What follows belongs to an exercise in optimizing a design on an open flow for small area, a short achievable clock period and few clock cycles; a production flow would make more cautious choices. Function was not checked in any run shown here: the RTL went through the layout flow alone. No activity file was given, so power comes from the tool's default toggle rates.

==> flow/design.v <==
module rle_codec (
    input  wire        clk,
    input  wire        rst,
    input  wire        in_valid,
    output wire        in_ready,
    input  wire [7:0]  in_data,
    input  wire        in_last,
    input  wire        in_mode,
    output wire        out_valid,
    input  wire        out_ready,
    output wire [7:0]  out_data,
    output wire        done,
    output wire        err,
    output wire [15:0] err_pos
);
    localparam NR = 128;        
    reg  [10:0] sq0, sq1;       
    reg         sv0, sv1;
    reg         in_rdy;
    reg  [7:0]  lastin;         
    assign in_ready = in_rdy;
    wire        push_in = in_valid && in_rdy;
    wire        pop_in;
    wire [10:0] nq = {in_data == lastin, in_mode, in_last, in_data};
    wire [7:0]  hd = sq0[7:0];
    wire        hl = sq0[8];
    wire        hm = sq0[9];
    wire        hs = sq0[10];
    wire        hv = sv0;
    always @(posedge clk) begin
        if (push_in) lastin <= in_data;
    end
    always @(posedge clk) begin
        if (rst) begin
            sv0    <= 1'b0;
            sv1    <= 1'b0;
            in_rdy <= 1'b1;
        end else begin
            if (pop_in) begin
                if (sv1) begin
                    sq0 <= sq1;
                    if (push_in) begin
                        sq1 <= nq;
                    end else begin
                        sv1 <= 1'b0;
                    end
                end else if (push_in) begin
                    sq0 <= nq;
                end else begin
                    sv0 <= 1'b0;
                end
                in_rdy <= 1'b1;
            end else if (push_in) begin
                if (sv0) begin
                    sq1    <= nq;
                    sv1    <= 1'b1;
                    in_rdy <= 1'b0;
                end else begin
                    sq0 <= nq;
                    sv0 <= 1'b1;
                end
            end
        end
    end
    localparam W_DATA = 2'd0;   
    localparam W_LITC = 2'd1;   
    localparam W_LITS = 2'd2;   
    localparam W_SPEC = 2'd3;   
    reg  [1:0] wf_n;            
    reg  [1:0] wk0, wk1;        
    reg  [7:0] wd0, wd1;        
    reg  [1:0] wfk [0:3];
    reg  [7:0] wfd [0:3];
    reg  [1:0] wfw, wfr;
    reg  [2:0] wf_cnt;
    reg        hflag;           
    wire       ring_wr;         
    wire       wf_pop;          
    wire [1:0] wf_hk = wfk[wfr];
    wire [7:0] wf_hd = wfd[wfr];
    wire [1:0] wfw1  = wfw + 2'd1;
    always @(posedge clk) begin
        if (wf_n != 2'd0) begin
            wfk[wfw] <= wk0;
            wfd[wfw] <= wd0;
        end
        if (wf_n == 2'd2) begin
            wfk[wfw1] <= wk1;
            wfd[wfw1] <= wd1;
        end
    end
    always @(posedge clk) begin
        if (rst) begin
            wfw    <= 2'd0;
            wfr    <= 2'd0;
            wf_cnt <= 3'd0;
            hflag  <= 1'b0;
        end else begin
            wfw    <= wfw + wf_n;
            wfr    <= wfr + {1'b0, wf_pop};
            wf_cnt <= wf_cnt + {1'b0, wf_n} - {2'd0, wf_pop};
            if (wf_pop)
                hflag <= 1'b0;
            else if (ring_wr)
                hflag <= 1'b1;
        end
    end
    reg        lf_push;
    reg  [6:0] lf_val;
    wire       lf_pop;
    reg  [6:0] lfd [0:7];
    reg  [2:0] lfw, lfr;
    reg  [3:0] lf_cnt;
    wire       lf_full = lf_cnt[3];
    wire       lf_ne   = (lf_cnt != 4'd0);
    wire [6:0] lf_h    = lfd[lfr];
    always @(posedge clk) begin
        if (lf_push) lfd[lfw] <= lf_val;
    end
    always @(posedge clk) begin
        if (rst) begin
            lfw    <= 3'd0;
            lfr    <= 3'd0;
            lf_cnt <= 4'd0;
        end else begin
            if (lf_push) lfw <= lfw + 3'd1;
            if (lf_pop)  lfr <= lfr + 3'd1;
            lf_cnt <= lf_cnt + {3'd0, lf_push} - {3'd0, lf_pop};
        end
    end
    reg  [7:0] rd [0:NR-1];
    reg        rm [0:NR-1];
    reg  [6:0] tid;
    reg  [6:0] tid1;            
    reg        rflush;          
    reg        scan;
    reg  [6:0] rp;
    reg  [6:0] nw;
    reg  [6:0] nw1;             
    reg        at_rp;           
    reg        at_nw;           
    reg        at_nw1;          
    reg        fz;              
    wire       take;
    wire       miss;
    wire       lopen;           
    wire       tap_m = rm[NR-1];
    wire [7:0] tap_d = rd[NR-1];
    wire       tap_v = !tap_m || tap_d[7:6] != 2'b00;
    wire       h_flag = (wf_hk == W_LITS) && !hflag;
    wire       h_cont = (wf_hk == W_LITC) || (wf_hk == W_LITS && hflag);
    wire       wr_ok  = h_cont ? at_nw1
                      : h_flag ? (wf_cnt >= 3'd2 || !lopen)
                      : 1'b1;
    assign ring_wr = (wf_cnt != 3'd0) && (!tap_v || take || rflush) &&
                     (scan || !fz) && wr_ok;
    assign wf_pop  = ring_wr && !h_flag;
    wire       w_m = h_flag || (wf_hk == W_SPEC);
    wire [7:0] w_d = h_flag ? 8'h40 : wf_hd;
    wire       recirc = tap_v && !take && !rflush;
    integer ri;
    always @(posedge clk) begin
        for (ri = 1; ri < NR; ri = ri + 1) begin
            rd[ri] <= rd[ri-1];
            rm[ri] <= rm[ri-1];
        end
        rd[0] <= ring_wr ? w_d : recirc ? tap_d : 8'h00;
        rm[0] <= ring_wr ? w_m : !recirc || tap_m;
    end
    localparam R_IDLE = 2'd0;
    localparam R_EP1  = 2'd1;   
    localparam R_EP2  = 2'd2;   
    localparam R_EP3  = 2'd3;   
    reg        ov;
    reg  [7:0] ob;
    reg        done_r, err_r;
    reg [15:0] errp_r;
    reg  [1:0] rs;
    assign out_valid = ov;
    assign out_data  = ob;
    assign done      = done_r;
    assign err       = err_r;
    assign err_pos   = errp_r;
    wire can_load = !ov || out_ready;
    wire at_tap   = tap_v && !rflush && (scan || at_rp);
    wire t_flag   = tap_m && rs == R_IDLE && !tap_d[7];
    wire t_quiet  = tap_m && (rs == R_EP1 || rs == R_EP2 || (rs == R_IDLE && tap_d[7] && tap_d[0]));
    assign take   = at_tap && (t_quiet || (can_load && (!t_flag || lf_ne)));
    assign miss   = at_tap && !take && scan;
    assign lf_pop = take && t_flag;
    wire at_rp_n = !miss && (tid1 == rp);
    always @(posedge clk) begin
        if (rst) begin
            tid    <= 7'd0;
            tid1   <= 7'd1;
            rflush <= 1'b1;
            scan   <= 1'b1;
            rp     <= 7'd0;
            nw     <= 7'd0;
            nw1    <= 7'd1;
            at_rp  <= 1'b1;
            at_nw  <= 1'b1;
            at_nw1 <= 1'b0;
            fz     <= 1'b0;
        end else begin
            tid    <= tid1;
            tid1   <= tid1 + 7'd1;
            if (tid == 7'd127) rflush <= 1'b0;
            if (ring_wr) begin
                nw  <= tid;
                nw1 <= tid1;
            end
            at_rp  <= at_rp_n;
            at_nw  <= !ring_wr && (tid1 == nw);
            at_nw1 <= ring_wr || (tid1 == nw1);
            fz     <= ring_wr ? at_rp_n
                    : miss    ? !at_nw
                    : at_rp_n || (fz && !at_nw);
            if (scan) begin
                if (miss) begin
                    scan <= 1'b0;
                    rp   <= tid;
                end
            end else if (take) begin
                scan <= 1'b1;
            end
        end
    end
    always @(posedge clk) begin
        if (rst) begin
            ov     <= 1'b0;
            ob     <= 8'd0;
            done_r <= 1'b0;
            err_r  <= 1'b0;
            errp_r <= 16'd0;
            rs     <= R_IDLE;
        end else begin
            done_r <= 1'b0;
            if (can_load) ov <= 1'b0;
            if (take) begin
                if (!tap_m) begin
                    ov <= 1'b1;
                    ob <= tap_d;
                end else begin
                    case (rs)
                    R_IDLE: begin
                        if (!tap_d[7]) begin
                            ov <= 1'b1;
                            ob <= {1'b0, lf_h};
                        end else if (tap_d[0]) begin
                            rs <= R_EP1;
                        end else begin
                            done_r <= 1'b1;
                            err_r  <= 1'b0;
                            errp_r <= 16'd0;
                        end
                    end
                    R_EP1: begin
                        errp_r[15:12] <= tap_d[3:0];
                        rs       <= R_EP2;
                    end
                    R_EP2: begin
                        errp_r[11:6] <= tap_d[5:0];
                        rs       <= R_EP3;
                    end
                    default: begin
                        done_r <= 1'b1;
                        err_r  <= 1'b1;
                        errp_r[5:0] <= tap_d[5:0];
                        rs     <= R_IDLE;
                    end
                    endcase
                end
            end
        end
    end
    reg        infr;            
    reg        fmode;           
    wire       cm = infr ? fmode : hm;
    reg  [7:0] pv;              
    reg  [1:0] pk;              
    reg        inrun;           
    reg  [6:0] rcm;             
    reg  [6:0] ll;              
    reg  [6:0] llm;             
    reg        lo_r;            
    reg        l126, l127;      
    reg        eflush;          
    assign lopen = lo_r;
    localparam D_FLAG = 3'd0;
    localparam D_LIT  = 3'd1;
    localparam D_REP  = 3'd2;
    localparam D_EXP  = 3'd3;   
    localparam D_END  = 3'd4;   
    localparam D_E1   = 3'd5;   
    localparam D_E2   = 3'd6;   
    localparam D_E3   = 3'd7;   
    reg  [2:0]  dst;
    reg         dlast;          
    reg         derr;           
    reg  [15:0] pos;            
    reg         pos_c;          
    reg  [15:0] fsp;            
    wire dec_in  = (dst == D_FLAG) || (dst == D_LIT) || (dst == D_REP);
    wire eq    = hs;                
    wire room1 = (wf_cnt <= 3'd3);
    wire room2 = (wf_cnt <= 3'd2);
    wire lroom = !lf_full;
    wire e_run   = inrun;
    wire e_rmore = inrun && eq && rcm != 7'd127;           
    wire e_trip  = !inrun && pk == 2'd2 && eq;             
    wire e_pair  = !inrun && pk == 2'd1 && eq;             
    wire e_lit   = !inrun && pk != 2'd0 && !eq;            
    wire e_close = e_lit && (l127 || (pk == 2'd2 && l126));
    wire e_ok    = e_run   ? (e_rmore || room2)
                 : e_trip  ? (!lopen || lroom)
                 : e_lit   ? ((pk == 2'd2 ? room2 : room1) && (!e_close || lroom))
                 : 1'b1;
    wire enc_go  = hv && !cm && !eflush && dec_in && e_ok;
    wire f_rep   = inrun;
    wire f_pend  = !inrun && pk != 2'd0;
    wire f_lit   = !inrun && pk == 2'd0 && lopen;
    wire f_ok    = f_rep  ? room2
                 : f_pend ? ((pk == 2'd2 ? room2 : room1) && lroom)
                 : f_lit  ? lroom
                 : room1;
    wire fl_go   = eflush && f_ok;
    wire dec_go  = hv && cm && !eflush && dec_in && room1;
    wire dec_w   = !dec_in && room1;      
    wire dec_ov  = hv && dst == D_EXP && rcm == 7'd1 && !dlast && room2;
    wire d_flag  = (dec_go && dst == D_FLAG) || dec_ov;
    assign pop_in = enc_go || dec_go || dec_ov;
    always @(*) begin
        wf_n   = 2'd0;
        wk0    = W_DATA;
        wk1    = W_DATA;
        wd0    = pv;
        wd1    = pv;
        lf_push = 1'b0;
        lf_val  = 7'd127;
        if (fl_go) begin
            if (f_rep) begin
                wf_n = 2'd2;
                wd0  = {1'b1, rcm};
            end else if (f_pend) begin
                wf_n = pk;
                wk0  = lopen ? W_LITC : W_LITS;
                wk1  = l127 ? W_LITS : W_LITC;
                lf_push = 1'b1;
                lf_val  = (l127 && pk == 2'd2) ? 7'd127 : llm + {5'd0, pk};
            end else if (f_lit) begin
                lf_push = 1'b1;
                lf_val  = llm;
            end else begin
                wf_n = 2'd1;
                wk0  = W_SPEC;
                wd0  = 8'h80;
            end
        end else if (enc_go) begin
            if (e_run) begin
                if (!e_rmore) begin
                    wf_n = 2'd2;
                    wd0  = {1'b1, rcm};
                end
            end else if (e_trip) begin
                lf_push = lopen;
                lf_val  = llm;
            end else if (e_lit) begin
                wf_n = pk;
                wk0  = lopen ? W_LITC : W_LITS;
                wk1  = l127 ? W_LITS : W_LITC;
                lf_push = e_close;
            end
        end else if (dec_go) begin
            if (dst == D_FLAG) begin
                if (hl) begin
                    wf_n = 2'd1;
                    wk0  = W_SPEC;
                    wd0  = 8'h81;
                end
            end else if (dst == D_REP) begin
                wf_n = 2'd1;
                wd0  = hd;
            end else begin
                wf_n = 2'd1;
                wd0  = hd;
            end
        end else if (dec_w) begin
            wf_n = 2'd1;
            case (dst)
            D_EXP: begin
                wd0 = pv;
                if (dec_ov && hl) begin
                    wf_n = 2'd2;
                    wk1  = W_SPEC;
                    wd1  = 8'h81;
                end
            end
            D_END: begin
                wk0 = W_SPEC;
                wd0 = {7'b1000000, derr};
            end
            D_E1: begin
                wk0 = W_SPEC;
                wd0 = {4'b1100, fsp[15:12]};
            end
            D_E2: begin
                wk0 = W_SPEC;
                wd0 = {2'b11, fsp[11:6]};
            end
            default: begin
                wk0 = W_SPEC;
                wd0 = {2'b11, fsp[5:0]};
            end
            endcase
        end
    end
    localparam L_KEEP = 3'd0;
    localparam L_ZERO = 3'd1;
    localparam L_ONE  = 3'd2;
    localparam L_INC1 = 3'd3;
    localparam L_INC2 = 3'd4;
    reg  [2:0] lsel;
    always @(*) begin
        lsel = L_KEEP;
        if (fl_go) begin
            if (f_pend)
                lsel = (l127 && pk == 2'd2) ? L_ONE : L_ZERO;
            else if (f_lit)
                lsel = L_ZERO;
        end else if (enc_go) begin
            if (e_trip)
                lsel = L_ZERO;
            else if (e_lit && pk == 2'd2)
                lsel = l127 ? L_ONE : l126 ? L_ZERO : L_INC2;
            else if (e_lit)
                lsel = l127 ? L_ZERO : L_INC1;
        end
    end
    wire [6:0] ll_p1 = ll + 7'd1;
    wire [6:0] ll_p2 = ll + 7'd2;
    wire       l125  = (ll == 7'd125);
    wire       l124  = (ll == 7'd124);
    always @(posedge clk) begin
        if (rst) begin
            infr   <= 1'b0;
            fmode  <= 1'b0;
            pk     <= 2'd0;
            inrun  <= 1'b0;
            rcm    <= 7'd0;
            ll     <= 7'd0;
            llm    <= 7'd127;
            lo_r   <= 1'b0;
            l126   <= 1'b0;
            l127   <= 1'b0;
            eflush <= 1'b0;
            pv     <= 8'd0;
            dst    <= D_FLAG;
            dlast  <= 1'b0;
            derr   <= 1'b0;
            pos    <= 16'd0;
            pos_c  <= 1'b0;
            fsp    <= 16'd0;
        end else begin
            if (pop_in) begin
                infr  <= !hl;
                fmode <= cm;
            end
            case (lsel)
            L_ZERO: begin
                ll <= 7'd0; llm <= 7'd127; lo_r <= 1'b0; l126 <= 1'b0; l127 <= 1'b0;
            end
            L_ONE: begin
                ll <= 7'd1; llm <= 7'd0; lo_r <= 1'b1; l126 <= 1'b0; l127 <= 1'b0;
            end
            L_INC1: begin
                ll <= ll_p1; llm <= ll; lo_r <= 1'b1; l126 <= l125; l127 <= l126;
            end
            L_INC2: begin
                ll <= ll_p2; llm <= ll_p1; lo_r <= 1'b1; l126 <= l124; l127 <= l125;
            end
            default: ;
            endcase
            if (fl_go) begin
                if (f_rep) begin
                    inrun <= 1'b0;
                end else if (f_pend) begin
                    pk <= 2'd0;
                end else if (f_lit) begin
                end else begin
                    eflush <= 1'b0;
                end
            end else if (enc_go) begin
                if (hl) eflush <= 1'b1;
                if (e_run) begin
                    if (e_rmore) begin
                        rcm <= rcm + 7'd1;
                    end else begin
                        inrun <= 1'b0;
                        pv    <= hd;
                        pk    <= 2'd1;
                    end
                end else if (e_trip) begin
                    inrun <= 1'b1;
                    rcm   <= 7'd2;
                    pk    <= 2'd0;
                end else if (e_pair) begin
                    pk <= 2'd2;
                end else begin
                    pv <= hd;
                    pk <= 2'd1;
                end
            end else if (dec_go || dec_ov) begin
                if (hl) begin
                    pos   <= 16'd0;
                    pos_c <= 1'b0;
                end else begin
                    pos[7:0] <= pos[7:0] + 8'd1;
                    if (pos_c) pos[15:8] <= pos[15:8] + 8'd1;
                    pos_c <= (pos[7:0] == 8'hfe);
                end
                if (d_flag) begin
                    fsp <= pos;
                    rcm <= hd[6:0];
                    if (hl) begin
                        dst <= D_E1;
                    end else begin
                        dst <= hd[7] ? D_REP : D_LIT;
                    end
                end else case (dst)
                D_REP: begin
                    pv    <= hd;
                    dlast <= hl;
                    derr  <= 1'b0;
                    if (rcm != 7'd0)
                        dst <= D_EXP;
                    else
                        dst <= hl ? D_END : D_FLAG;
                end
                default: begin  
                    rcm <= rcm - 7'd1;
                    if (hl) begin
                        derr <= (rcm != 7'd0);
                        dst  <= D_END;
                    end else if (rcm == 7'd0) begin
                        dst <= D_FLAG;
                    end
                end
                endcase
            end else if (dec_w) begin
                case (dst)
                D_EXP: begin
                    rcm <= rcm - 7'd1;
                    if (rcm == 7'd1) dst <= dlast ? D_END : D_FLAG;
                end
                D_END: dst <= derr ? D_E1 : D_FLAG;
                D_E1:  dst <= D_E2;
                D_E2:  dst <= D_E3;
                default: dst <= D_FLAG;
                endcase
            end
        end
    end
endmodule
==> flow/run.sh <==
#!/bin/bash
# synth_recipe.tcl (not shown) runs the flow's synth.tcl, then flattens the netlist and writes it again
# the make line also repeats each setting of config.mk as NAME=value (left out here)
make -C /OpenROAD-flow-scripts/flow DESIGN_CONFIG=/design/flow/config.mk WORK_HOME=/design/flow/orfs CLKGATE_MAP_FILE= SYNTH_SCRIPT=/design/flow/synth_recipe.tcl finish
==> flow/config.mk <==
export PLATFORM = sky130hd
export DESIGN_NAME = rle_codec
export DESIGN_NICKNAME = rle_codec
export VERILOG_FILES = /design/flow/design.v
export SDC_FILE = /design/flow/constraint.sdc
export NUM_CORES = 4
export LEC_CHECK = 0
export CAP_MARGIN = 20
export CORE_MARGIN = 2
export CORE_UTILIZATION = 40
export CTS_BUF_LIST = sky130_fd_sc_hd__clkbuf_8
export CTS_CLUSTER_DIAMETER = 60
export CTS_CLUSTER_SIZE = 18
export PLACE_DENSITY = 0.6
export SETUP_SLACK_MARGIN = 3.4
export SLEW_MARGIN = 20
==> flow/constraint.sdc <==
create_clock -name core_clock -period 6.0 [get_ports {clk}]
set_input_delay 1.2000 -clock core_clock [delete_from_list [all_inputs] [get_ports {clk}]]
set_output_delay 1.2000 -clock core_clock [all_outputs]
set_load 0.01 [all_outputs]
==> summary.txt, run 1 <==
* Status: timing/DRC/antenna clean
* Yosys top cell by area: dfxtp_1
* Total Power at 17.99 mW
* CTS H-tree lvls at 3
* P_int at 13.78 mW
* Num rows at 113
* Total number of vias at 19275
* I/O pin total at 42
* #FFs+latches synth at 1448
* Max transition margin at 24.79%
* Final min period at 3.135 ns
* Clock skew at 0.07018 ns
* Clock transition at path regs at 0.10 ns
* Die H at approximately 310 um
* Slowest cell on crit path: or4b_4
* Final #Nets at 2906
* PortBufs at just over 40
* Die area at 97500 um^2
* Seq/Total Area, Yosys at approximately 80%
* First-pass GRT wire length at 104100 um
* Setup crit end kind: register
* Simple-gate share of the synthesized area at under 10%
* Combinational Power Share at 8.2%
* Initial DRC Count at around 1100
* CP required at 6.59 ns
* Clock Power Share at a little over a quarter
* Fin util at between 40% and 50%
* Hold Buf Count CTS at 0
* VDD IR-drop max at 0.0001784 V
* Post-synthesis adder-cell area fraction at under 10%
* WL/cell at ~16 um
* Worst-path fanout max at 2
* Max cap viols at 0
* Final wirelength at 65390 um
* Later-pin clock latency in the skew report at 0.77 ns
* Area share of the largest cell type after synthesis at 69.63%
* Initial DRT Pass Iterations at 5
* Count leader, synth: dfxtp_1
* Reg power frac at about 66%
* Syn Inst Count at 2627
* Fraction of layout cells with a size suffix above 1 at 22.71%
* Synth Area in Compound Gates at 5.290%
* CP max stage delay at 0.57 ns
* Post-route ant nets at 0
* Cell family with most CP delay: simple AND/OR/NAND/NOR gates
* Hold crit path type: register to register
* Global route overflow at 0
* Syn_area_per_cell at 14.47 um^2
* Library cells used by synthesis at 93
* Area growth from synthesis to layout at 18.05%
* Core area at 94590 um^2
* DRC violations left at 0
* Vias in the first global route at 19174
* Net Sw Frac at 23.41%
* Die X at around 310 um
* Post-synth EDFFs at 126
* Routability cong. at 0.8232
* Gr usage total at 13.07%
* Most used flip-flop cell after synthesis: dfxtp_1
* Largest family of logic cells by synthesized area: simple AND/OR/NAND/NOR gates
* Period utilization at 52.25%
* Largest net degree at the start of global routing at 88
* Filler cell count in the final layout at 8061
* XOR/XNOR Fraction of Synth Area at 1.590%
* Final hold violation count at 0
* Slew Viols, Final at 0
* Post-synth net total at between 2000 and 3000
* Sequential Area at 30340 um^2
* TritonCTS clock tree: built
* Syn. warnings at 3
* Hold slack at 0.2725 ns
* Most frequent cells after synthesis: dfxtp_1, nor2_1, edfxtp_1
* Top cells by area, synth: dfxtp_1, edfxtp_1, mux2i_1
* CTS max path bufs at 3
* Avg Vias per Cell at 4.627
* Multi-input logic area at 8571 um^2
* F_max at about 320 MHz
* Leak pwr at 17.09 nW
* Netlist Area Pre-Place at 38010 um^2
* CTS Sinks at 1448
* Worst EP arrival at 3.72 ns
* PD cells at between 400 and 500 nW/um^2
* Critical path type: register to register
* CTS Root Cell: clkbuf_8
* Initial Utilization at 40.18%
* Critical path startpoint category: register
* Setup Viol. Count Final at 0
* Post-synthesis mux area share at 4.145%
* Crit-path cells: mux4_2 > or4b_4 > a211oi_4 > a2111oi_4 > nand2b_4 > or2_4 > nand2_2 > ha_4 > fa_2 > xor2_2 > xnor2_1 > nor2_1
* Net Switching at approximately 4.2 mW
* Slew @ Worst Pin at approximately 1.1 ns
* HPWL after DPL at 37760 um
* Initial antenna violation count at 3
* Ys async rst share at 0%
* Setup_tns at 0 ns
* CTS buffer count at 100
* Worst Path Buf+Inv at 0
* RSZ-0062 raised after global routing: yes
cells by family after synthesis:
group / count (synthesis)
XOR/XNOR: 69
AND/OR/NAND/NOR: 515
buffers and inverters: 148
adder cells (fa/ha/maj): 30
multiplexers: 124
AO/OA/AOI/OAI: 293
flip-flops: 1448
metal layers:
layer  up-vias  share of wire (%)  global-route usage, %
met3       106                5.2                  2.814
met1      9405                 49                  18.66
met5         -                  0                      0
li1       9347                  -                      -
met2       417                 44                  19.84
met4         0                2.0                  4.130
final cells by class:
type	count	area share, %
Antenna cell	3	0.01673
Sequential cell	1448	67.61
Inverter	49	0.4378
Multi-Input combinational cell	1036	19.10
Clock inverter	36	0.8979
Clock buffer	102	3.129
Timing Repair Buffer	227	5.276
Tap cell	1265	3.528
flip-flops by register name (all words and copies together), names as in the netlist, 11 cells and up, named ones only:
signal	count
pos	16
lfd	56
sq1	11
wfd	32
rd	1024
fsp	16
errp_r	16
rm	128
sq0	11
cells in the final DEF (no fill, tap or decap), drive strengths merged, types with 5 or more instances in the layout:
cell type      Yosys  layout
a2111oi            5       5
a211oi            27      27
a21o               8      10
a21oi             94      94
a221oi            15      15
a22oi             11      11
a311oi             8       8
a31oi             15      15
and2               5       5
and3              17      17
buf               41     194
clkbuf            58     106
clkdlybuf4s15      0      17
clkdlybuf4s50      0      11
clkinv             1       9
clkinvlp           0       5
dfxtp           1322    1322
edfxtp           126     126
ha                27      27
inv               48      67
mux2              17      17
mux2i             82      82
mux4              25      25
nand2            117     118
nand2b            16      16
nand3             56      56
nand4             17      17
nor2             162     163
nor2b             27      27
nor3              50      50
nor3b              8       8
nor4               8       8
o211ai             9       9
o21a               9       9
o21ai             48      48
o31ai              8       8
or3               10      10
xnor2             43      43
xor2              26      26
per-stage QoR:
stage	cells	area [um^2]	worst slack (ns)
after floorplan	2627	38220	2.731
after global routing	4165	44870	2.748
after CTS	4091	43570	2.854
after detailed placement	3848	39830	1.753
after global placement	3848	39830	1.809
final	4166	44870	2.865
what timing repair did:
item / CTS / global route
gates resized for setup: 336 / 182
buffers inserted: 101 / 66
pin swaps: 68 / 91
cloned: 4 / 6
setup endpoints to repair: 381 / 332
path summary, 6_finish.rpt:
kind | from | end | slack [ns] | depth (start not counted)
worst min-delay path | rd[17][7] | rd[18][7] | 0.27 | 0
worst min register to register | rd[17][7] | rd[18][7] | 0.27 | 0
worst max register to register | wfk[2][0] | wf_cnt[2] | 2.87 | 12
worst max-delay path | wfk[2][0] | wf_cnt[2] | 2.87 | 12
power by group through the flow:
stage / clock (mW) / combinational [mW] / sequential (mW)
finish: 4.72 / 1.47 / 11.8
floorplan: 0 / 0.790 / 11.7
CTS: 4.94 / 1.28 / 11.8
global placement: 0 / 0.933 / 12.0
detailed placement: 0 / 0.947 / 12.0
global route: 5.31 / 1.58 / 12.0
==> inputs of run 2 (changes only) <==
--- a/flow/design.v
+++ b/flow/design.v
@@ -190,37 +190,30 @@
     assign lf_pop = take && t_flag;
     wire at_rp_n = !miss && (tid1 == rp);
     always @(posedge clk) begin
+        if (ring_wr) begin
+            nw  <= tid;
+            nw1 <= tid1;
+        end
+        if (scan && miss) rp <= tid;
+        at_rp  <= at_rp_n;
+        at_nw  <= !ring_wr && (tid1 == nw);
+        at_nw1 <= ring_wr || (tid1 == nw1);
+        fz     <= ring_wr ? at_rp_n
+                : miss    ? !at_nw
+                : at_rp_n || (fz && !at_nw);
+    end
+    always @(posedge clk) begin
         if (rst) begin
             tid    <= 7'd0;
             tid1   <= 7'd1;
             rflush <= 1'b1;
             scan   <= 1'b1;
-            rp     <= 7'd0;
-            nw     <= 7'd0;
-            nw1    <= 7'd1;
-            at_rp  <= 1'b1;
-            at_nw  <= 1'b1;
-            at_nw1 <= 1'b0;
-            fz     <= 1'b0;
         end else begin
             tid    <= tid1;
             tid1   <= tid1 + 7'd1;
             if (tid == 7'd127) rflush <= 1'b0;
-            if (ring_wr) begin
-                nw  <= tid;
-                nw1 <= tid1;
-            end
-            at_rp  <= at_rp_n;
-            at_nw  <= !ring_wr && (tid1 == nw);
-            at_nw1 <= ring_wr || (tid1 == nw1);
-            fz     <= ring_wr ? at_rp_n
-                    : miss    ? !at_nw
-                    : at_rp_n || (fz && !at_nw);
             if (scan) begin
-                if (miss) begin
-                    scan <= 1'b0;
-                    rp   <= tid;
-                end
+                if (miss) scan <= 1'b0;
             end else if (take) begin
                 scan <= 1'b1;
             end
@@ -441,43 +434,61 @@
     wire [6:0] ll_p2 = ll + 7'd2;
     wire       l125  = (ll == 7'd125);
     wire       l124  = (ll == 7'd124);
+    wire d_dec  = dec_go || dec_ov;
+    always @(posedge clk) begin
+        if (pop_in) fmode <= cm;
+        if (rst) llm <= 7'd127;
+        else case (lsel)
+        L_ZERO:  llm <= 7'd127;
+        L_ONE:   llm <= 7'd0;
+        L_INC1:  llm <= ll;
+        L_INC2:  llm <= ll_p1;
+        default: ;
+        endcase
+        if (enc_go && (e_run ? !e_rmore : (!e_trip && !e_pair)))
+            pv <= hd;
+        else if (d_dec && !d_flag && dst == D_REP)
+            pv <= hd;
+        if (enc_go && e_rmore)
+            rcm <= rcm + 7'd1;
+        else if (enc_go && e_trip)
+            rcm <= 7'd2;
+        else if (d_dec && d_flag)
+            rcm <= hd[6:0];
+        else if ((d_dec && dst == D_LIT) || (dec_w && dst == D_EXP))
+            rcm <= rcm - 7'd1;
+        if (d_dec && d_flag)
+            fsp <= pos;
+    end
     always @(posedge clk) begin
         if (rst) begin
             infr   <= 1'b0;
-            fmode  <= 1'b0;
             pk     <= 2'd0;
             inrun  <= 1'b0;
-            rcm    <= 7'd0;
             ll     <= 7'd0;
-            llm    <= 7'd127;
             lo_r   <= 1'b0;
             l126   <= 1'b0;
             l127   <= 1'b0;
             eflush <= 1'b0;
-            pv     <= 8'd0;
             dst    <= D_FLAG;
             dlast  <= 1'b0;
             derr   <= 1'b0;
             pos    <= 16'd0;
             pos_c  <= 1'b0;
-            fsp    <= 16'd0;
         end else begin
-            if (pop_in) begin
-                infr  <= !hl;
-                fmode <= cm;
-            end
+            if (pop_in) infr <= !hl;
             case (lsel)
             L_ZERO: begin
-                ll <= 7'd0; llm <= 7'd127; lo_r <= 1'b0; l126 <= 1'b0; l127 <= 1'b0;
+                ll <= 7'd0; lo_r <= 1'b0; l126 <= 1'b0; l127 <= 1'b0;
             end
             L_ONE: begin
-                ll <= 7'd1; llm <= 7'd0; lo_r <= 1'b1; l126 <= 1'b0; l127 <= 1'b0;
+                ll <= 7'd1; lo_r <= 1'b1; l126 <= 1'b0; l127 <= 1'b0;
             end
             L_INC1: begin
-                ll <= ll_p1; llm <= ll; lo_r <= 1'b1; l126 <= l125; l127 <= l126;
+                ll <= ll_p1; lo_r <= 1'b1; l126 <= l125; l127 <= l126;
             end
             L_INC2: begin
-                ll <= ll_p2; llm <= ll_p1; lo_r <= 1'b1; l126 <= l124; l127 <= l125;
+                ll <= ll_p2; lo_r <= 1'b1; l126 <= l124; l127 <= l125;
             end
             default: ;
             endcase
@@ -493,21 +504,16 @@
             end else if (enc_go) begin
                 if (hl) eflush <= 1'b1;
                 if (e_run) begin
-                    if (e_rmore) begin
-                        rcm <= rcm + 7'd1;
-                    end else begin
+                    if (!e_rmore) begin
                         inrun <= 1'b0;
-                        pv    <= hd;
                         pk    <= 2'd1;
                     end
                 end else if (e_trip) begin
                     inrun <= 1'b1;
-                    rcm   <= 7'd2;
                     pk    <= 2'd0;
                 end else if (e_pair) begin
                     pk <= 2'd2;
                 end else begin
-                    pv <= hd;
                     pk <= 2'd1;
                 end
             end else if (dec_go || dec_ov) begin
@@ -520,8 +526,6 @@
                     pos_c <= (pos[7:0] == 8'hfe);
                 end
                 if (d_flag) begin
-                    fsp <= pos;
-                    rcm <= hd[6:0];
                     if (hl) begin
                         dst <= D_E1;
                     end else begin
@@ -529,7 +533,6 @@
                     end
                 end else case (dst)
                 D_REP: begin
-                    pv    <= hd;
                     dlast <= hl;
                     derr  <= 1'b0;
                     if (rcm != 7'd0)
@@ -538,7 +541,6 @@
                         dst <= hl ? D_END : D_FLAG;
                 end
                 default: begin  
-                    rcm <= rcm - 7'd1;
                     if (hl) begin
                         derr <= (rcm != 7'd0);
                         dst  <= D_END;
@@ -550,7 +552,6 @@
             end else if (dec_w) begin
                 case (dst)
                 D_EXP: begin
-                    rcm <= rcm - 7'd1;
                     if (rcm == 7'd1) dst <= dlast ? D_END : D_FLAG;
                 end
                 D_END: dst <= derr ? D_E1 : D_FLAG;
==> run 2 against run 1 <==
  * First-iteration DRC count shrank 24%
  * Synthesized cell count shrank 6.7%
  * Design area shrank 2.3%
  * Synthesized area shrank 1.4%
  * Via count shrank 5.8%
  * Sequential share of layout area grew 2.8 points
  * Critical path depth shrank 4
  * Sequential power shrank 3%
  * Register-to-register slack is essentially flat
  * Critical endpoint is now wfd[3][4]
==> summary.txt, run 2 <==
* Top cells by area, synth: dfxtp_1, edfxtp_1, mux4_2
* Ys async rst share at 0%
* Met1 Track Usage GR at 17.17%
* Commonest non-fill, non-tap cell in the layout: dfxtp_1
* Filler cell count in the final layout at ~8000
* Max cap viols at 0
* Hold Buf Count CTS at 0
* Area growth from synthesis to layout at 16.99%
* Initial DRC Count at between 800 and 900
* Final wirelength at 60890 um
* Critical path startpoint category: register
* CTS buffer count at 101
* Post-synth EDFFs at 179
* VDD IR-drop max at roughly 0.00018 V
* CTS max path bufs at 3
* Num rows at 112
* WL/cell at 15.31 um
* Syn_area_per_cell at 15.28 um^2
* Most frequent cells after synthesis: dfxtp_1, edfxtp_1, nor2_1
* Clock skew at about 0.038 ns
* Global route overflow at 0
* Largest register by flop count: rd
* I/O pin total at 42
* Gr usage total at 12.60%
* CTS Root Cell: clkbuf_8
* Syn Inst Count at 2452
* CTS Sinks at ~1400
* Final hold violation count at 0
* RSZ-0062 raised after global routing: yes
* Die area at 96120 um^2
* Later-pin clock latency in the skew report at 0.78 ns
* Yosys top cell by area: dfxtp_1
* Slew @ Worst Pin at 0.9469 ns
* Seq/Total Area, Yosys at 82.16%
* Routability cong. at between 0.8 and 0.9
* Initial Utilization at 40.26%
* Initial antenna violation count at 2
* Global-route met3 utilization at 2.595%
* Vias in the first global route at 18345
* Worst slack at placement at 1.466 ns
* Final #Nets at 2724
* Initial DRT Pass Iterations at 5
* Largest net degree at the start of global routing at slightly below 70
* Crit-path cells: a21oi_1 > nand2b_1 > o21a_2 > o21ai_0 > o221a_4 > or3b_4 > buf_6 > mux2_4
* Max reg flops at 1024
* PD cells at 405.2 nW/um^2
* Die X at 310.0 um
* Netlist Area Pre-Place at 37460 um^2
* Total Power at 17.76 mW
* Fraction of layout cells with a size suffix above 1 at 21.86%
* First-pass GRT wire length at 97610 um
* Setup crit end kind: register
* Met2 usage at 19.51%
* HPWL after DPL at approximately 34000 um
* Clock transition at path regs at 0.11 ns
* Hold crit path type: register to register
* Count leader, synth: dfxtp_1
* TritonCTS clock tree: built
* Worst Path Buf+Inv at 1
* Period utilization at between 50% and 60%
* Cell family with most CP delay: compound AO/OA/AOI/OAI gates
* Die H at 310.0 um
* Biggest regs: rd (1024), rm (128), lfd (56)
* Library cells used by synthesis at 76
* Status: timing/DRC/antenna clean
* CP required at around 6.5 ns
* Critical path type: register to register
* Core area at slightly above 90000 um^2
* DRC violations left at 0
* Post-synth net total at roughly 2500
* PortBufs at between 40 and 50
* Most Crowded Layer GR: met2
* Worst EP arrival at 3.65 ns
* Avg Vias per Cell at between 4 and 5
* Area share of the largest cell type after synthesis at between 60% and 70%
* Most frequent cells in the layout: dfxtp_1, edfxtp_1, nor2_1
* Post-route ant nets at 0
* Worst-path fanout max at 14
* Setup_tns at 0 ns
* Hold slack at 0.3110 ns
* Max transition margin at 36.79%
* Leak pwr at 16.58 nW
* Syn. warnings at 3
* Setup Viol. Count Final at 0
* Slowest cell on crit path: dfxtp_4
* #FFs+latches synth at approximately 1400
* CTS H-tree lvls at 3
* Slew Viols, Final at 0
* Final min period at around 3.1 ns
* Most used flip-flop cell after synthesis: dfxtp_1
* Final setup margin at 2.867 ns
* Total number of vias at around 18000
* F_max at about 320 MHz
* CP max stage delay at about 0.43 ns
-- run 2: worst paths after layout --
kind	start	end	slack, ns	cells past startpoint
worst min-delay path	rd[25][6]	rd[26][6]	0.31	0
worst min register to register	rd[25][6]	rd[26][6]	0.31	0
worst max register to register	wf_cnt[2]	wfd[3][4]	2.87	8
worst max-delay path	wf_cnt[2]	wfd[3][4]	2.87	8
-- run 2: worst register-to-register path: stages (launching register included) --
cell	delay [ns]
dfxtp_4	0.43
a21oi_1	0.37
nand2b_1	0.35
o21a_2	0.36
o21ai_0	0.29
o221a_4	0.25
or3b_4	0.40
buf_6	0.15
mux2_4	0.30
-- run 2: routing by layer --
| layer | wire [um] | vias to the layer above |
|---|---|---|
| li1 | - | 8760 |
| met1 | 28970 | 8881 |
| met2 | 27260 | 376 |
| met3 | 2768 | 146 |
| met4 | 1887 | 0 |
| met5 | 0 | - |
-- run 2: stage by stage --
step                util [%]  cells  instance area, um^2
floorplan                  -   2452                37860
finish                 47.10   3978                43830
global placement       42.46   3679                39510
detailed placement     42.46   3679                39510
CTS                    46.17   3930                42960
global route           47.10   3977                43830
-- run 2: report_power, final --
part | leakage, nW | internal (mW) | switching, mW | total [mW]
clock network | 0.970 | 1.81 | 2.95 | 4.76
registers | 12.1 | 11.0 | 0.380 | 11.4
logic | 3.49 | 0.831 | 0.792 | 1.62
-- run 2: logic make-up (layout without fill, tap and decap cells) --
logic type | Yosys count | after routing | synth area share [%]
other cells | 0 | 7 | 0
buf+inv | 126 | 384 | 1.339
flops | 1448 | 1448 | 82.16
fa+ha+maj | 31 | 31 | 1.095
simple gates | 426 | 430 | 5.657
mux | 96 | 96 | 3.654
xor+xnor | 68 | 68 | 1.590
compound gates | 257 | 260 | 4.509
-- run 2: layout make-up --
class / instances / area (um^2) / area share [%]
Tap cell: 1254 / 1569 / 3.580
Clock buffer: 104 / 1431 / 3.266
Multi-Input combinational cell: 885 / 7415 / 16.92
Sequential cell: 1448 / 30850 / 70.39
Timing Repair Buffer: 192 / 1939 / 4.425
Inverter: 51 / 201.4 / 0.4596
Clock inverter: 37 / 406.6 / 0.9277
Antenna cell: 7 / 17.52 / 0.03996
-- run 2: what timing repair did --
item	in CTS	in global routing
gates cloned	11	2
hold endpoints to repair	0	0
resized for setup	293	117
pin swaps	55	61
endpoints found under the setup margin	367	302
buffers inserted	99	39
==> inputs of run 3 (changes only) <==
--- a/flow/config.mk
+++ b/flow/config.mk
@@ -12,5 +12,5 @@
 export CTS_CLUSTER_DIAMETER = 60
 export CTS_CLUSTER_SIZE = 18
 export PLACE_DENSITY = 0.6
-export SETUP_SLACK_MARGIN = 3.4
+export SETUP_SLACK_MARGIN = 3.8
 export SLEW_MARGIN = 20
==> run 3 against run 2 <==
  * Still clean
  * Wire length up 1.8%
  * Design area increased by 1.6%
  * Synthesized area did not move
  * Highest routed layer unchanged
==> summary.txt, run 3 <==
* Status: timing/DRC/antenna clean
* Initial Utilization at 40.26%
* Count leader, synth: dfxtp_1
* Num rows at 112
* Clock transition at path regs at around 0.10 ns
* Final setup margin at around 2.9 ns
* TritonCTS clock tree: built
* Final wirelength at around 62000 um
* #FFs+latches synth at about 1400
* Post-route design area at 44550 um^2
* RSZ-0062 raised after global routing: yes
* Netlist Area Pre-Place at 37460 um^2
* Die area at slightly below 100000 um^2
* Hold slack at between 0.2 and 0.3 ns
* Initial antenna violation count at 4
* Syn_area_per_cell at 15.28 um^2
* CTS Root Cell: clkbuf_8
* WL/cell at between 15 and 20 um
* Worst-path fanout max at 7
* VDD IR-drop max at 0.0002443 V
* Critical path startpoint category: register
* Syn. warnings at 3
* Worst Path Buf+Inv at 1
* CTS H-tree lvls at 3
* Area after DPL at 39640 um^2
* Routability cong. at 0.8443
* DRC violations left at 0
* Setup Viol. Count Final at 0
* Layout Cells excl Fill at 4008
* Slowest cell on crit path: and4b_4
* Post-synth net total at 2497
* CP required at 6.50 ns
* CTS Sinks at 1448
* Seq/Total Area, Yosys at 82.16%
* Worst EP arrival at 3.64 ns
* Filler cell count in the final layout at 7967
* Fin util at 47.88%
* Fraction of layout cells with a size suffix above 1 at 24.30%
* Commonest non-fill, non-tap cell in the layout: dfxtp_1
* First-pass GRT wire length at 97350 um
* Avg Vias per Cell at between 4 and 5
* Final hold violation count at 0
* Later-pin clock latency in the skew report at 0.78 ns
* Slew Viols, Final at 0
* Total number of vias at 18388
* Cells after DPL at approximately 3700
* CP max stage delay at approximately 0.41 ns
* Largest net degree at the start of global routing at 71
* Initial DRT Pass Iterations at 5
* Most used cell along the critical path: or3_4
* Most frequent cells in the layout: dfxtp_1, edfxtp_1, nor2_1
* Initial DRC Count at 1302
* Total Power at 17.97 mW
* Worst slack at placement at 1.448 ns
* Largest register by flop count: rd
* Area growth from synthesis to layout at 18.92%
* CTS max path bufs at 3
* RR Startpoint: eflush
* Max transition margin at between 40% and 50%
* Most used flip-flop cell after synthesis: dfxtp_1
* Area share of the largest cell type after synthesis at 67.81%
* Most frequent cells after synthesis: dfxtp_1, edfxtp_1, nor2_1
* Hold Crit Start: rd[82][6]
* I/O pin total at 42
* Clock skew at 0.05595 ns
* Biggest regs: rd (1024), rm (128), lfd (56)
* Final min period at around 3.1 ns
* Post-route ant nets at 0
* Crit-path cells: or3b_4 > or2_4 > or3_4 > or3_4 > o221a_4 > buf_6 > and4b_4 > mux2_4
* Setup crit end kind: register
* Gr usage total at 12.67%
* Critical path type: register to register
* Max reg flops at about 1000
* Global route overflow at 0
* Syn Inst Count at 2452
* HPWL after DPL at approximately 35000 um
* Yosys top cell by area: dfxtp_1
* Library cells used by synthesis at 76
* Cell family with most CP delay: simple AND/OR/NAND/NOR gates
* PD cells at 403.3 nW/um^2
* Slew @ Worst Pin at 0.8579 ns
* Hold crit path type: register to register
* Max cap viols at 0
* Core area at 93050 um^2
* CTS buffer count at 100
* Crit. Startpoint: eflush
* Vias in the first global route at 17990
* PortBufs at 41
* Top cells by area, synth: dfxtp_1, edfxtp_1, mux4_2
* Post-synth EDFFs at around 180
* F_max at 318.0 MHz
* Die X at between 300 and 400 um
* Final #Nets at 2753
* Leak pwr at 16.93 nW
* Setup_tns at 0 ns
* Ys async rst share at 0%
* Die H at 310.0 um
* Period utilization at between 50% and 60%
==> run 3: worst register-to-register path, cell delays in order, from the launching register on <==
cell	delay, ns
dfxtp_4	0.37
or3b_4	0.38
or2_4	0.26
or3_4	0.36
or3_4	0.37
o221a_4	0.28
buf_6	0.13
and4b_4	0.41
mux2_4	0.32
==> run 3: kinds of logic after synthesis <==
| logic type | synth area share [%] |
|---|---|
| AO/OA/AOI/OAI | 4.509 |
| adder cells (fa/ha/maj) | 1.095 |
| multiplexers | 3.654 |
| AND/OR/NAND/NOR | 5.657 |
| flip-flops | 82.16 |
| buffers and inverters | 1.339 |
| XOR/XNOR | 1.590 |
==> run 3: layout make-up <==
type	instances	area (um^2)	share of cell area, %
Antenna cell	1	2.502	0.005617
Clock buffer	108	1486	3.336
Clock inverter	39	345.3	0.7751
Inverter	51	206.4	0.4634
Multi-Input combinational cell	884	7576	17.01
Sequential cell	1448	30870	69.28
Tap cell	1254	1569	3.522
Timing Repair Buffer	223	2499	5.608
==> run 3: path summary, 6_finish.rpt <==
kind,to,slack (ns),depth (start not counted)
setup reg to reg,wfd[2][2],2.86,8
hold reg to reg,rd[83][6],0.29,0
setup / recovery,wfd[2][2],2.86,8
hold / removal,rd[83][6],0.29,0
==> run 3: power by group <==
group	total (mW)	internal (mW)	switching, mW
combinational	1.87	1.01	0.856
clock	4.70	1.77	2.93
sequential	11.4	11.0	0.399
total	18.0	13.8	4.19
==> run 3: per-layer routing <==
metal | vias to the layer above | global-route usage [%] | wire length [um]
li1 | 8803 | - | -
met1 | 8961 | 17.78 | 29710
met2 | 471 | 18.87 | 27020
met3 | 153 | 2.813 | 3261
met4 | 0 | 5.438 | 1978
met5 | - | 0 | 0
==> run 3: repair_timing <==
action | CTS | global route
resized for setup | 361 | 146
hold buffers | 0 | 0
pin swaps | 54 | 60
gates cloned | 13 | 2
endpoints found under the setup margin | 411 | 410
buffers inserted | 118 | 49
==> inputs of run 4 (changes only) <==
--- a/flow/config.mk
+++ b/flow/config.mk
@@ -12,5 +12,5 @@
 export CTS_CLUSTER_DIAMETER = 60
 export CTS_CLUSTER_SIZE = 18
 export PLACE_DENSITY = 0.6
-export SETUP_SLACK_MARGIN = 3.8
+export SETUP_SLACK_MARGIN = 3.0
 export SLEW_MARGIN = 20
==> run 4 against run 3 <==
  * Die area stayed put
  * Utilization decreased by 2.1 points
  * Worst setup slack improved by 0.037 ns
  * Synthesized area is the same
  * Fmax is 1.2% higher
  * Non-clock buffer count down 83
  * Sequential cell count stayed put
  * Register-to-register slack improved by 0.04 ns
  * Combinational power down 22%
  * Sequential share of layout area up 3.0 points
  * Wire length down 4.0%
  * Critical path type unchanged
  * Largest cell class unchanged
==> summary.txt, run 4 <==
* Fraction of layout cells with a size suffix above 1 at 16.22%
* Num rows at around 110
* Hold Crit Start: rd[47][6]
* Avg Vias per Cell at ~4.5
* Netlist Area Pre-Place at 37460 um^2
* Initial antenna violation count at 2
* Seq/Total Area, Yosys at 82.16%
* CTS max path bufs at 3
* Cells after DPL at 3681
* PortBufs at 41
* First-pass GRT wire length at about 96000 um
* RSZ-0062 raised after global routing: yes
* F_max at 321.8 MHz
* Library cells used by synthesis at 76
* Critical path type: register to register
* WL/cell at 15.18 um
* CTS Root Cell: clkbuf_8
* Final hold violation count at 0
* Largest net degree at the start of global routing at a little under 80
* Max cap viols at 0
* Final min period at 3.108 ns
* Most used flip-flop cell after synthesis: dfxtp_1
* Top cells by area, synth: dfxtp_1, edfxtp_1, mux4_2
* Core area at about 93000 um^2
* Largest register by flop count: rd
* VDD IR-drop max at ~0.00022 V
* Worst-path fanout max at 6
* Slew Viols, Final at 0
* Initial DRT Pass Iterations at 5
* CP required at 6.50 ns
* Area growth from synthesis to layout at 13.75%
* Total number of vias at 17689
* I/O pin total at between 40 and 50
* Hold Crit Depth at 0
* Critical path startpoint category: register
* Die H at 310.0 um
* Max reg flops at 1024
* Max transition margin at 35.04%
* Post-synth EDFFs at 179
* Final setup margin at 2.892 ns
* Setup_tns at 0 ns
* Worst EP arrival at 3.61 ns
* Status: timing/DRC/antenna clean
* R2r endpoint: wfd[0][1]
* Worst Hold End: rd[48][6]
* RR Startpoint: dst[2]
* Die area at 96120 um^2
* Vias in the first global route at 17825
* Ys async rst share at 0%
* CTS buffer count at 99
* HPWL after DPL at 34430 um
* Later-pin clock latency in the skew report at between 0.7 and 0.8 ns
* Gr usage total at 12.46%
* Syn Inst Count at 2452
* CTS Sinks at 1448
* Clock transition at path regs at 0.11 ns
* Period utilization at between 50 and 60%
* Global route overflow at 0
* Final #Nets at 2671
* Register-to-Register Path Depth at 9
* Worst slack at placement at 1.412 ns
* CTS H-tree lvls at 3
* DRC violations left at 0
* Post-route ant nets at 0
* Final wirelength at roughly 60000 um
* Yosys top cell by area: dfxtp_1
* Total Power at between 15 and 20 mW
* Syn. warnings at 3
* Setup Viol. Count Final at 0
* Syn_area_per_cell at 15.28 um^2
* Hold crit path type: register to register
* PD cells at about 410 nW/um^2
* Leak pwr at between 15 and 20 nW
* Initial Utilization at 40.26%
* Clock skew at 0.05389 ns
* Reg2reg setup slack at 2.89 ns
* Initial DRC Count at 1201
* Layout Cells excl Fill at 3921
* Post-synth net total at roughly 2500
* Count leader, synth: dfxtp_1
* Commonest non-fill, non-tap cell in the layout: dfxtp_1
* Biggest regs: rd (1024), rm (128), lfd (56)
* Slew @ Worst Pin at 0.9744 ns
* TritonCTS clock tree: built
* Area share of the largest cell type after synthesis at 67.81%
* Routability cong. at 0.8434
* Setup crit end kind: register
* Most frequent cells after synthesis: dfxtp_1, edfxtp_1, nor2_1
* Die X at 310.0 um
* #FFs+latches synth at between 1000 and 1500
* Most frequent cells in the layout: dfxtp_1, edfxtp_1, nor2_1
## run 4: per-layer routing
| layer | GRT usage, % | part of all wire [%] | up-vias |
|---|---|---|---|
| met5 | 0 | 0 | - |
| met4 | 4.730 | 2.9 | 0 |
| met3 | 2.527 | 4.4 | 129 |
| met2 | 18.56 | 43 | 370 |
| met1 | 17.86 | 50 | 8539 |
| li1 | - | - | 8651 |
## run 4: cell type report
cell class | count | area, um^2
diodes | 4 | 10.01
inverters | 51 | 201.4
well taps | 1254 | 1569
clock buffers | 101 | 1390
flip-flops and latches | 1448 | 30820
repair buffers | 140 | 1284
fillers | 8194 | 50430
multi-input cells | 886 | 7004
clock inverters | 37 | 336.6
## run 4: kinds of logic (layout without fill, tap and decap cells)
| kind of cell | after synthesis | after routing | share of synthesized area (%) |
|---|---|---|---|
| buf+inv | 126 | 329 | 1.339 |
| fa+ha+maj | 31 | 31 | 1.095 |
| other cells | 0 | 4 | 0 |
| xor+xnor | 68 | 68 | 1.590 |
| mux | 96 | 96 | 3.654 |
| compound gates | 257 | 260 | 4.509 |
| flops | 1448 | 1448 | 82.16 |
| simple gates | 426 | 431 | 5.657 |
## run 4: repair_timing
action | in CTS | in global routing
gates resized for setup | 109 | 63
gates cloned | 9 | 1
buffers inserted | 54 | 34
endpoints found under the setup margin | 325 | 164
pin swaps | 27 | 24
hold buffers | 0 | 0
## run 4: power breakdown
part           switching (mW)  leakage (nW)  internal [mW]
registers               0.398          12.1           11.0
clock network            2.93         0.908           1.63
logic                   0.733          3.10          0.716
total                    4.06          16.1           13.3
## run 4: worst max-delay path, cell delays in order, from the launching register on
cell     delay (ns)
dfxtp_4        0.36
or3b_4         0.39
or2_4          0.24
or3_4          0.34
buf_6          0.13
o31ai_4        0.28
buf_6          0.18
o221a_4        0.30
and4b_2        0.31
mux2_4         0.31
## run 4: worst max-delay path by stage
| stage | startpoint | to | cells after the start |
|---|---|---|---|
| final | dst[2] | wfd[0][1] | 9 |
| after global routing | dst[2] | wfd[0][5] | 9 |
| after CTS | dst[2] | wfd[1][0] | 7 |
| after detailed placement | out_ready | wf_cnt[1] | 12 |
| after global placement | out_ready | wf_cnt[1] | 12 |
| after floorplan | out_ready | wf_cnt[1] | 10 |
## run 4: stage by stage
stage	util [%]	instance area (um^2)	hold slack (ns)
final	45.80	42610	0.3065
after global placement	42.34	39390	0.3100
after global routing	45.80	42610	0.3082
after detailed placement	42.34	39390	0.3121
after CTS	45.17	42030	0.3061
after floorplan	-	37690	0.3096
==> inputs of run 5 (changes only) <==
--- a/flow/config.mk
+++ b/flow/config.mk
@@ -7,10 +7,10 @@
 export LEC_CHECK = 0
 export CAP_MARGIN = 20
 export CORE_MARGIN = 2
-export CORE_UTILIZATION = 40
+export CORE_UTILIZATION = 55
 export CTS_BUF_LIST = sky130_fd_sc_hd__clkbuf_8
-export CTS_CLUSTER_DIAMETER = 60
-export CTS_CLUSTER_SIZE = 18
-export PLACE_DENSITY = 0.6
+export CTS_CLUSTER_DIAMETER = 50
+export CTS_CLUSTER_SIZE = 20
+export PLACE_DENSITY = 0.7
 export SETUP_SLACK_MARGIN = 3.0
 export SLEW_MARGIN = 20
==> run 5 against run 4 <==
  * Still clean
  * Register-to-register slack worse by 0.08 ns
  * Design area down 0.46%
  * Critical path depth down 1
  * Clock power up 12%
  * Sequential power about the same
  * Synthesized cell count unchanged
  * First-iteration DRC count up 5.6%
  * Fmax down 2.5%
  * Synthesized area unchanged
  * Worst hold slack better by 0.011 ns
  * Final cell count down 9.4%
  * Critical path type unchanged
  * Critical endpoint is now wfd[3][5]
  * Largest cell class unchanged
  * Largest power group unchanged
==> summary.txt, run 5 <==
* Period utilization at 53.14%
* Post-synth EDFFs at 179
* Library cells used by synthesis at between 70 and 80
* Worst EP arrival at 3.66 ns
* CTS buffer count at 99
* Routability cong. at approximately 0.81
* Setup_tns at 0 ns
* Global route overflow at 0
* Critical path type: register to register
* Vias in the first global route at roughly 18000
* Max reg flops at 1024
* Hold Buf Count CTS at 0
* Setup Viol. Count Final at 0
* First-pass GRT wire length at ~90000 um
* Status: timing/DRC/antenna clean
* Post-route ant nets at 0
* Seq/Total Area, Yosys at 82.16%
* Worst-path fanout max at 7
* Setup crit end kind: register
* Final #Nets at between 2000 and 3000
* Slew @ Worst Pin at 0.9500 ns
* CTS H-tree lvls at 3
* Later-pin clock latency in the skew report at roughly 0.73 ns
* Die X at 265.0 um
* Initial DRC Count at 1268
* Clock transition at path regs at about 0.1 ns
* Clock skew at roughly 0.037 ns
* Post-synth net total at approximately 2500
* Max transition margin at a little over a third
* Final wirelength at 56420 um
* Area growth from synthesis to layout at 13.23%
* Fin util at 63.05%
* #FFs+latches synth at 1448
* Gr usage total at between 10% and 20%
* CP required at 6.47 ns
* Largest net degree at the start of global routing at between 70 and 80
* Final min period at 3.188 ns
* Leak pwr at between 15 and 20 nW
* PortBufs at 41
* Area share of the largest cell type after synthesis at 67.81%
* Filler cell count in the final layout at approximately 4800
* Final hold violation count at 0
* PD cells at 421.4 nW/um^2
* Fraction of layout cells with a size suffix above 1 at 15.65%
* Critical path startpoint category: register
* Count leader, synth: dfxtp_1
* TritonCTS clock tree: built
* Commonest non-fill, non-tap cell in the layout: dfxtp_1
* Total number of vias at 17619
* CTS Sinks at 1448
* Die area at 70220 um^2
* Yosys top cell by area: dfxtp_1
* Core area at 67280 um^2
* Most frequent cells in the layout: dfxtp_1, edfxtp_1, nor2_1
* Initial Utilization at 55.69%
* Initial antenna violation count at 1
* Netlist Area Pre-Place at 37460 um^2
* Ys async rst share at 0%
* Initial DRT Pass Iterations at 6
* Top cells by area, synth: dfxtp_1, edfxtp_1, mux4_2
* RSZ-0062 raised after global routing: yes
* Syn. warnings at 3
* Biggest regs: rd (1024), rm (128), lfd (56)
* Largest register by flop count: rd
* Slew Viols, Final at 0
* Die H at 265.0 um
* DRC violations left at 0
* Avg Vias per Cell at 4.960
* WL/cell at 15.88 um
* Max cap viols at 0
* Syn_area_per_cell at 15.28 um^2
* F_max at 313.7 MHz
* Hold crit path type: register to register
* Num rows at 95
* VDD IR-drop max at roughly 0.00024 V
* CTS Root Cell: clkbuf_8
* Most used flip-flop cell after synthesis: dfxtp_1
* CTS max path bufs at 3
* Syn Inst Count at around 2500
* HPWL after DPL at roughly 33000 um
* Most frequent cells after synthesis: dfxtp_1, edfxtp_1, nor2_1
* I/O pin total at 42
run 5: area by class of cell:
type / count / area (um^2) / area share (%)
multi-input combinational: 882 / 6838 / 16.12
clock inverter: 50 / 615.6 / 1.451
antenna: 1 / 2.502 / 0.005899
tap: 873 / 1092 / 2.575
sequential: 1448 / 30810 / 72.63
inverter: 51 / 201.4 / 0.4749
timing repair buffer: 136 / 1331 / 3.138
clock buffer: 111 / 1528 / 3.601
run 5: final timing paths:
kind         startpoint   endpoint  slack [ns]  depth (start not counted)
max reg2reg         sv0  wfd[3][5]        2.81                          8
min reg2reg   rd[32][0]  rd[33][0]        0.32                          0
min           rd[32][0]  rd[33][0]        0.32                          0
max                 sv0  wfd[3][5]        2.81                          8
run 5: critical path: stages, from the launching register on:
cell,delay (ns)
dfxtp_4,0.37
or3b_4,0.37
or2_4,0.26
or3_4,0.34
or3_4,0.43
o221a_4,0.29
or3b_4,0.41
buf_6,0.15
mux2_4,0.29
run 5: what timing repair did:
action                                  4_1_cts  5_1_grt
cloned                                        7        1
buffers inserted                             62       21
resized for setup                           109       24
endpoints found under the setup margin      300      206
pin swaps                                    26       18
run 5: routing by layer:
| layer | track usage (%) | vias to the layer above | share of wire, % |
|---|---|---|---|
| li1 | - | 8648 | - |
| met1 | 23.02 | 8498 | 48 |
| met2 | 24.86 | 349 | 45 |
| met3 | 3.177 | 124 | 4.4 |
| met4 | 5.955 | 0 | 2.7 |
| met5 | 0 | - | 0 |
run 5: cells by family (layout without fill, tap and decap cells):
group	Yosys count	count (layout)	synth area share, %
AOI/OAI and AO/OA	257	258	4.509
DFF	1448	1448	82.16
buffers and inverters	126	348	1.339
other	0	1	0
xor gates and xnor gates	68	68	1.590
and+or+nand+nor	426	429	5.657
adders and majority gates	31	31	1.095
muxes	96	96	3.654
run 5: power breakdown:
| group | switching, mW | internal [mW] |
|---|---|---|
| Clock | 3.00 | 2.10 |
| Combinational | 0.689 | 0.694 |
| Sequential | 0.393 | 11.0 |
run 5: per-stage QoR:
step | instance area [um^2] | hold slack, ns | power (mW) | std cells | setup WS, ns
CTS | 42110 | 0.3045 | 18.00 | 3529 | 2.832
finish | 42420 | 0.3179 | 17.87 | 3552 | 2.812
global placement | 38910 | 0.3120 | 12.62 | 3299 | 1.552
global route | 42420 | 0.3108 | 18.63 | 3552 | 2.787
detailed placement | 38910 | 0.3121 | 12.65 | 3299 | 1.503
floorplan | 37690 | 0.3096 | 12.29 | 2452 | 2.081
==> inputs of run 6 (changes only) <==
--- a/flow/design.v
+++ b/flow/design.v
@@ -76,7 +76,7 @@
     reg        hflag;           
     wire       ring_wr;         
     wire       wf_pop;          
-    wire [1:0] wf_hk = wfk[wfr];
+    reg  [1:0] wf_hk;           
     wire [7:0] wf_hd = wfd[wfr];
     wire [1:0] wfw1  = wfw + 2'd1;
     always @(posedge clk) begin
@@ -89,6 +89,28 @@
             wfd[wfw1] <= wd1;
         end
     end
+    wire [2:0] wf_cm1 = wf_cnt - 3'd1;
+    wire [2:0] wf_cp1 = wf_cnt + 3'd1;
+    wire [2:0] wf_cp2 = wf_cnt + 3'd2;
+    reg  [2:0] wf_cnt_n;
+    always @(*) begin
+        case ({wf_pop, wf_n})
+        3'b001:  wf_cnt_n = wf_cp1;
+        3'b010:  wf_cnt_n = wf_cp2;
+        3'b100:  wf_cnt_n = wf_cm1;
+        3'b110:  wf_cnt_n = wf_cp1;
+        default: wf_cnt_n = wf_cnt;
+        endcase
+    end
+    wire [1:0] wf_hk1 = wfk[wfr + 2'd1];
+    wire       wf_e0  = (wf_cnt == 3'd0);
+    wire       wf_e1  = (wf_cnt == 3'd1);
+    always @(posedge clk) begin
+        if (wf_pop ? wf_e1 : wf_e0)
+            wf_hk <= wk0;
+        else if (wf_pop)
+            wf_hk <= wf_hk1;
+    end
     always @(posedge clk) begin
         if (rst) begin
             wfw    <= 2'd0;
@@ -98,7 +120,7 @@
         end else begin
             wfw    <= wfw + wf_n;
             wfr    <= wfr + {1'b0, wf_pop};
-            wf_cnt <= wf_cnt + {1'b0, wf_n} - {2'd0, wf_pop};
+            wf_cnt <= wf_cnt_n;
             if (wf_pop)
                 hflag <= 1'b0;
             else if (ring_wr)
@@ -125,7 +147,11 @@
         end else begin
             if (lf_push) lfw <= lfw + 3'd1;
             if (lf_pop)  lfr <= lfr + 3'd1;
-            lf_cnt <= lf_cnt + {3'd0, lf_push} - {3'd0, lf_pop};
+            case ({lf_push, lf_pop})
+            2'b10:   lf_cnt <= lf_cnt + 4'd1;
+            2'b01:   lf_cnt <= lf_cnt - 4'd1;
+            default: lf_cnt <= lf_cnt;
+            endcase
         end
     end
     reg  [7:0] rd [0:NR-1];
@@ -146,7 +172,12 @@
     wire       lopen;           
     wire       tap_m = rm[NR-1];
     wire [7:0] tap_d = rd[NR-1];
-    wire       tap_v = !tap_m || tap_d[7:6] != 2'b00;
+    reg        tap_v, tap_f, tap_e;
+    always @(posedge clk) begin
+        tap_v <= !rm[NR-2] || rd[NR-2][7:6] != 2'b00;
+        tap_f <= rm[NR-2] && rd[NR-2][7:6] == 2'b01;
+        tap_e <= rm[NR-2] && rd[NR-2][7:6] == 2'b10 && rd[NR-2][0];
+    end
     wire       h_flag = (wf_hk == W_LITS) && !hflag;
     wire       h_cont = (wf_hk == W_LITC) || (wf_hk == W_LITS && hflag);
     wire       wr_ok  = h_cont ? at_nw1
@@ -183,8 +214,8 @@
     assign err_pos   = errp_r;
     wire can_load = !ov || out_ready;
     wire at_tap   = tap_v && !rflush && (scan || at_rp);
-    wire t_flag   = tap_m && rs == R_IDLE && !tap_d[7];
-    wire t_quiet  = tap_m && (rs == R_EP1 || rs == R_EP2 || (rs == R_IDLE && tap_d[7] && tap_d[0]));
+    wire t_flag   = tap_f && rs == R_IDLE;
+    wire t_quiet  = tap_m && (rs == R_EP1 || rs == R_EP2) || (tap_e && rs == R_IDLE);
     assign take   = at_tap && (t_quiet || (can_load && (!t_flag || lf_ne)));
     assign miss   = at_tap && !take && scan;
     assign lf_pop = take && t_flag;
==> flow/config.mk (replaced) <==
export PLATFORM = sky130hd
export DESIGN_NAME = rle_codec
export DESIGN_NICKNAME = rle_codec
export VERILOG_FILES = /design/flow/design.v
export SDC_FILE = /design/flow/constraint.sdc
export NUM_CORES = 4
export LEC_CHECK = 0
export CAP_MARGIN = 20
export CORE_MARGIN = 2
export CORE_UTILIZATION = 40
export CTS_BUF_LIST = sky130_fd_sc_hd__clkbuf_8
export CTS_CLUSTER_DIAMETER = 60
export CTS_CLUSTER_SIZE = 18
export PLACE_DENSITY = 0.6
export SETUP_SLACK_MARGIN = 3.4
export SLEW_MARGIN = 20
==> run 6 against run 5 <==
  * Non-clock buffer count rose by 103
  * Utilization fell by 16 points
  * Sequential cell count rose by 5
  * Worst hold slack got worse by 0.0099 ns
  * Clock-buffer cell count fell by 15
  * Die area rose by 38%
  * Via count rose by 5.6%
  * Register-to-register slack got worse by 0.14 ns
  * Global-route usage fell by 3.5 points
  * Wire length rose by 10%
  * Critical path depth rose by 1
  * Critical endpoint is now wfk[2][1]
  * Highest routed layer unchanged
==> summary.txt, run 6 <==
* Slew @ Worst Pin at 0.7874 ns
* Setup crit end kind: register
* Combinational Power Share at between 10% and 20%
* VDD IR-drop max at 0.0002060 V
* Top cells by area, synth: dfxtp_1, edfxtp_1, mux4_2
* CTS Root Cell: clkbuf_8
* Gr usage total at 12.69%
* Hold crit path type: register to register
* Leak pwr at 16.83 nW
* Syn. warnings at 3
* Final min period at between 3 and 4 ns
* Post-route ant nets at 0
* Global route overflow at 0
* Initial Utilization at 40.42%
* Largest net degree at the start of global routing at 61
* Routability cong. at 0.8421
* Period utilization at 55.54%
* Area share of the largest cell type after synthesis at 67.39%
* Avg Vias per Cell at 4.592
* Yosys top cell by area: dfxtp_1
* Vias in the first global route at 19015
* Critical path startpoint category: register
* Largest register by flop count: rd
* Worst-path fanout max at 6
* HPWL after DPL at 35180 um
* Clock Power Share at 23.3%
* Setup Viol. Count Final at 0
* Most frequent cells after synthesis: dfxtp_1, edfxtp_1, nor2_1
* Worst EP arrival at about 3.9 ns
* Die area at 96940 um^2
* Initial DRC Count at 972
* Slowest cell on crit path: or4b_4
* Crit-path cells: or4_4 > a2111oi_4 > a211o_1 > and2_4 > a211oi_4 > buf_6 > buf_6 > or4b_4 > mux2_4
* Net Sw Frac at 24.64%
* Clock skew at 0.04110 ns
* Slew Viols, Final at 0
* Max transition margin at about 47%
* Most used flip-flop cell after synthesis: dfxtp_1
* Reg power frac at between 60% and 70%
* Syn_area_per_cell at 15.10 um^2
* Total number of vias at 18611
* Status: timing/DRC/antenna clean
* Hold slack at between 0.3 and 0.4 ns
* Count leader, synth: dfxtp_1
* CP max stage delay at 0.58 ns
* Post-synth net total at about 2600
* Final wirelength at approximately 62000 um
* Final setup margin at 2.668 ns
* Setup_tns at 0 ns
* I/O pin total at 42
* Met1 Track Usage GR at 17.39%
* Ys async rst share at 0%
* PD cells at roughly 420 nW/um^2
* Num rows at 112
* WL/cell at around 15 um
* Net Switching at 4.589 mW
* Most frequent cells in the layout: dfxtp_1, edfxtp_1, buf_4
* Most Crowded Layer GR: met2
* Die X at between 300 and 400 um
* Die H at 311.3 um
* Netlist Area Pre-Place at approximately 38000 um^2
* Clock transition at path regs at ~0.12 ns
* P_int at 14.04 mW
* Total Power at ~19 mW
* Initial DRT Pass Iterations at 5
* CTS buffer count at 95
* Post-synth EDFFs at 181
* Area growth from synthesis to layout at 17.52%
* Worst slack at placement at 1.771 ns
* First-pass GRT wire length at 100800 um
* #FFs+latches synth at about 1500
[run 6: layer usage]
layer	up-vias	wire, um
li1	9055	-
met1	9033	28990
met2	384	27960
met3	139	2970
met4	0	2127
met5	-	0
[run 6: kinds of logic after synthesis]
group | synth area share [%]
AO/OA/AOI/OAI | 5.315
XOR/XNOR | 1.623
adder cells (fa/ha/maj) | 1.146
multiplexers | 3.060
AND/OR/NAND/NOR | 5.821
buffers and inverters | 1.258
flip-flops | 81.78
[run 6: critical path: cells and delay by family, from the launching register on]
| kind | cells | cell delay, ns |
|---|---|---|
| and+or+nand+nor | 3 | 1.31 |
| buffers and inverters | 2 | 0.24 |
| DFF | 1 | 0.50 |
| muxes | 1 | 0.33 |
| AOI/OAI and AO/OA | 3 | 0.70 |
[run 6: layout make-up]
type	count	area (um^2)
inverter	34	140.1
multi-input combinational	944	7934
tap	1254	1569
clock buffer	96	1321
clock inverter	31	254.0
fill	7994	49070
sequential	1453	30970
antenna	2	5.005
timing repair buffer	239	2213
[run 6: path summary, 6_finish.rpt]
check | from | endpoint | slack (ns) | depth (start not counted)
min reg2reg | rd[101][5] | rd[102][5] | 0.31 | 0
min | rd[101][5] | rd[102][5] | 0.31 | 0
max reg2reg | rcm[5] | wfk[2][1] | 2.67 | 9
max | rcm[5] | wfk[2][1] | 2.67 | 9
[run 6: power by group through the flow]
stage | combinational [mW] | clock (mW) | sequential [mW]
floorplan | 1.31 | 0 | 11.7
global placement | 1.57 | 0 | 11.9
detailed placement | 1.60 | 0 | 11.9
CTS | 2.25 | 4.55 | 11.7
global route | 2.83 | 4.90 | 11.8
finish | 2.62 | 4.34 | 11.7
[run 6: metrics by stage]
stage / utilization, % / cell area [um^2] / instances
final: 47.51 / 44400 / 4053
after global routing: 47.50 / 44400 / 4052
after CTS: 46.60 / 43560 / 3993
after detailed placement: 42.57 / 39790 / 3725
after global placement: 42.57 / 39790 / 3725
after floorplan: - / 38160 / 2503
[run 6: what timing repair did]
| item | CTS | global route |
|---|---|---|
| cloned | 14 | 2 |
| setup endpoints to repair | 392 | 320 |
| gates resized for setup | 369 | 109 |
| hold buffers | 0 | 0 |
| pin swaps | 67 | 54 |
| buffers inserted | 127 | 56 |

Setup slack of run 6, layout unchanged: 2.668 ns with ideal ports, 2.668 ns with driving cells assumed (clock clkbuf_16, inputs buf_2), 2.188 ns with port delays also shifted by the 0.794 ns mid clock arrival.
